What follows belongs to an exercise in optimizing a design on an open flow for small area, a short achievable clock period and few clock cycles; a production flow would make more cautious choices.
In this exercise RTL edits were held to simulation tests only and were not proved equivalent to the original.
No activity file was given, so power comes from the tool's default toggle rates.

Setup of run a:
// max17320_uce
module max17320_uce (
    input  wire        clk,
    input  wire        rst,         
    input  wire        cmd_valid,
    input  wire [31:0] cmd_word,
    output wire        cmd_ready,
    output reg         rsp_valid,
    output wire [31:0] res_o,
    output wire [31:0] aux_o,
    output wire [15:0] stat_o,
    output wire [31:0] errval_o
);
==> flow/config.mk <==
export PLATFORM = sky130hd
export DESIGN_NAME = max17320_uce
export DESIGN_NICKNAME = max17320_uce
export VERILOG_FILES = /design/flow/design.v
export SDC_FILE = /design/flow/constraint.sdc
export NUM_CORES = 4
export LEC_CHECK = 0
export CAP_MARGIN = 20
export CORE_MARGIN = 2
export CORE_UTILIZATION = 40
export PLACE_DENSITY = 0.6
export SETUP_SLACK_MARGIN = 5
export SLEW_MARGIN = 20
==> flow/constraint.sdc <==
create_clock -name core_clock -period 13.5 [get_ports {clk}]
set_input_delay 2.7000 -clock core_clock [delete_from_list [all_inputs] [get_ports {clk}]]
set_output_delay 2.7000 -clock core_clock [all_outputs]
set_load 0.01 [all_outputs]
run.sh (not shown) runs the stock make flow with config.mk's settings and CLKGATE_MAP_FILE= SYNTH_SCRIPT=/design/flow/synth_recipe.tcl, a recipe that flattens the netlist after the stock synthesis.
Testbench counts of run a, summed over its fixed seeds: cycles 16,300.
Here is what was changed in the inputs of run b compared with run a.
diff --git a/flow/design.v b/flow/design.v
--- a/flow/design.v
+++ b/flow/design.v
@@ -76,38 +76,41 @@
             OP_LDP:
                 legal = (cmd_q[23:19] == 5'd0) && (cmd_q[18:16] <= 3'd5);
             OP_CLRE, OP_PCFG, OP_EVTH, OP_PACK, OP_PACKS:
                 legal = (cmd_q[23:0] == 24'd0);
             default:
                 legal = 1'b0;
         endcase
     end
     wire is_div  = legal && st_calv && ((opc == OP_CCAP) || (opc == OP_CCUR));
     wire is_vth  = legal && ((opc == OP_VVTH) || (opc == OP_EVTHB) || (opc == OP_EVTH));
     wire is_norm = legal && (opc == OP_LDRS) && !st_calv && (imm != 16'd0);
-    reg         m_cur, m_tim, m_vlt, m_neg;
-    reg         n_cur, n_tim, n_vlt;
+    reg         m_cur, m_tim, m_neg;
     wire        w_cur = cmd_word[26] & ~cmd_word[24];
-    wire        w_tim = cmd_word[26] &  cmd_word[24];
     wire        w_neg = w_cur & cmd_word[15];
     wire [28:0] ma    = {13'd0, div_rem};
-    wire [28:0] ca = {29{m_cur}}, ta = {29{m_tim}}, va = {29{m_vlt}};
-    wire [28:0] cb = {29{~n_cur}}, tb = {29{~n_tim}}, vb = {29{~n_vlt}};
-    wire [28:0] t0 = (ca & (ma << 14))    | (ta & (ma << 5)) | (va & (ma << 9));
-    wire [28:0] t1 = (ca & ~(ma << 10))   | (ta & (ma << 3)) | (va & (ma << 7));
-    wire [28:0] t2 = (cb & (ma << 8))     | (tb & (ma << 2)) | (vb & ~(ma << 4));
-    wire [28:0] t3 = (cb & (ma << 3))     | ((tb | vb) & ma);
-    wire [28:0] t4 = cb & ma;
-    wire [28:0] t5 = m_neg ? 29'd15626 : {28'd0, n_tim};
+    reg  [28:0] t0, t1, t2, t3, t4, t5;
+    always @(*) begin
+        if (m_cur) begin             
+            t0 = ma << 14; t1 = ~(ma << 10); t2 = ma << 8; t3 = ma << 3; t4 = ma;
+            t5 = m_neg ? 29'd15626 : 29'd1;
+        end else if (m_tim) begin    
+            t0 = ma << 5;  t1 = ma << 3;     t2 = ma << 2; t3 = ma;      t4 = 29'd0;
+            t5 = 29'd0;
+        end else begin               
+            t0 = ma << 9;  t1 = ma << 7;     t2 = ~(ma << 4); t3 = ma;   t4 = 29'd0;
+            t5 = 29'd1;
+        end
+    end
     wire [28:0] prod = t0 + t1 + t2 + t3 + t4 + t5;
-    wire [28:0] num  = ~n_cur ? prod : {prod[25:0], 3'd0};
+    wire [28:0] num  = m_cur ? prod : {prod[25:0], 3'd0};
     localparam integer R4N   = 2;
     localparam integer DSTEP = 2 * R4N;
     reg [1:0] dj;          
     reg [3:0] dcyc;        
     integer jj;
     always @(*) begin
         jj   = (48 + 2 - 14 - rs_sh) % DSTEP;    
         dj   = jj;
         dcyc = (14 + rs_sh + jj + DSTEP - 2) / DSTEP;
     end
     wire [15:0] rem_init = {1'b0, num[28:14]} >> dj;
@@ -246,27 +249,23 @@
             st_err  <= ERR_OK;
             st_rv   <= 1'b0;
             st_calv <= 1'b0;
             st_se   <= 1'b0;
         end else begin
             rsp_valid <= 1'b0;
             if (accept) begin
                 cmd_q <= cmd_word;
                 busy  <= 1'b1;
                 phase <= PH_EXEC;
                 m_cur <= w_cur;
-                m_tim <= w_tim;
-                m_vlt <= ~cmd_word[26];
-                n_cur <= ~w_cur;
-                n_tim <= ~w_tim;
-                n_vlt <= cmd_word[26];
+                m_tim <= cmd_word[26] & cmd_word[24];
                 m_neg <= w_neg;
                 div_rem <= cmd_word[15:0] ^ {16{w_neg}};
             end else if (in_div) begin
                 div_rem <= st_rem[R4N];
                 cmd_q[28:0] <= {cmd_q[28-DSTEP:0], st_q};
                 cnt <= cnt - 4'd1;
                 if (div_end) begin
                     busy      <= 1'b0;
                     rsp_valid <= 1'b1;
                     st_err    <= ERR_OK;
                     rr        <= {{3{q_sgn}}, q_out};
- Maximum frequency from static timing analysis: run b vs run a down 4.6 MHz
- Summary of run b over run a: cell count now sits at about the same level; area growth from synthesis to layout fell 1.0 points.
- Relative to run a, the synthesized area per cell measured on run b has decreased slightly.
- Final critical delay including setup and external delays on run b is up relative to run a.
- Run a reports its slowest library cell on the worst path as sky130_fd_sc_hd__a311oi_4 while run b reports sky130_fd_sc_hd__edfxtp_1.
- In the metrics for run a and run b, the one carrying the lower wire length of the first global-routing pass is run b.
- Across run a and run b, none had a timing, DRC or antenna violation.
- Worst-skew pair later-pin latency delta (run b -> run a): insignificant
- [compare] base=run a new=run b: share of total power in the clock network lower; fraction of final layout cells with drive strength greater than 1 roughly the same; combinational power share higher; endpoint required time on the critical path lower.
Testbench counts of run b, summed over its fixed seeds: cycles 16,300.

-- what the ideal ports hide --
The results above use ideal ports. As a check the final layouts listed here were re-extracted and re-timed, cells and wires unchanged.
Step 1 assumes that a clkbuf_16 drives the clock port and a buf_2 every other input.
Step 2 moves the port delays by t, midway between the first and last clock arrival at a register: inputs arrive t later, outputs are due t later. That takes back most of the time a late clock gives input paths.
Slacks: no drivers / after step 1 / after step 2; pairs: no drivers / after step 1.
run | t, ns | slack for setup (ns) | clock arrival spread, ns | pins driven straight from the clock port
run a | 0.635 | 5.946 / 5.946 / 5.946 | 0.047 / 0.047 | 1
run b | 0.632 | 5.675 / 5.675 / 5.675 | 0.022 / 0.022 | 1
After both steps every run listed still meets setup and hold.
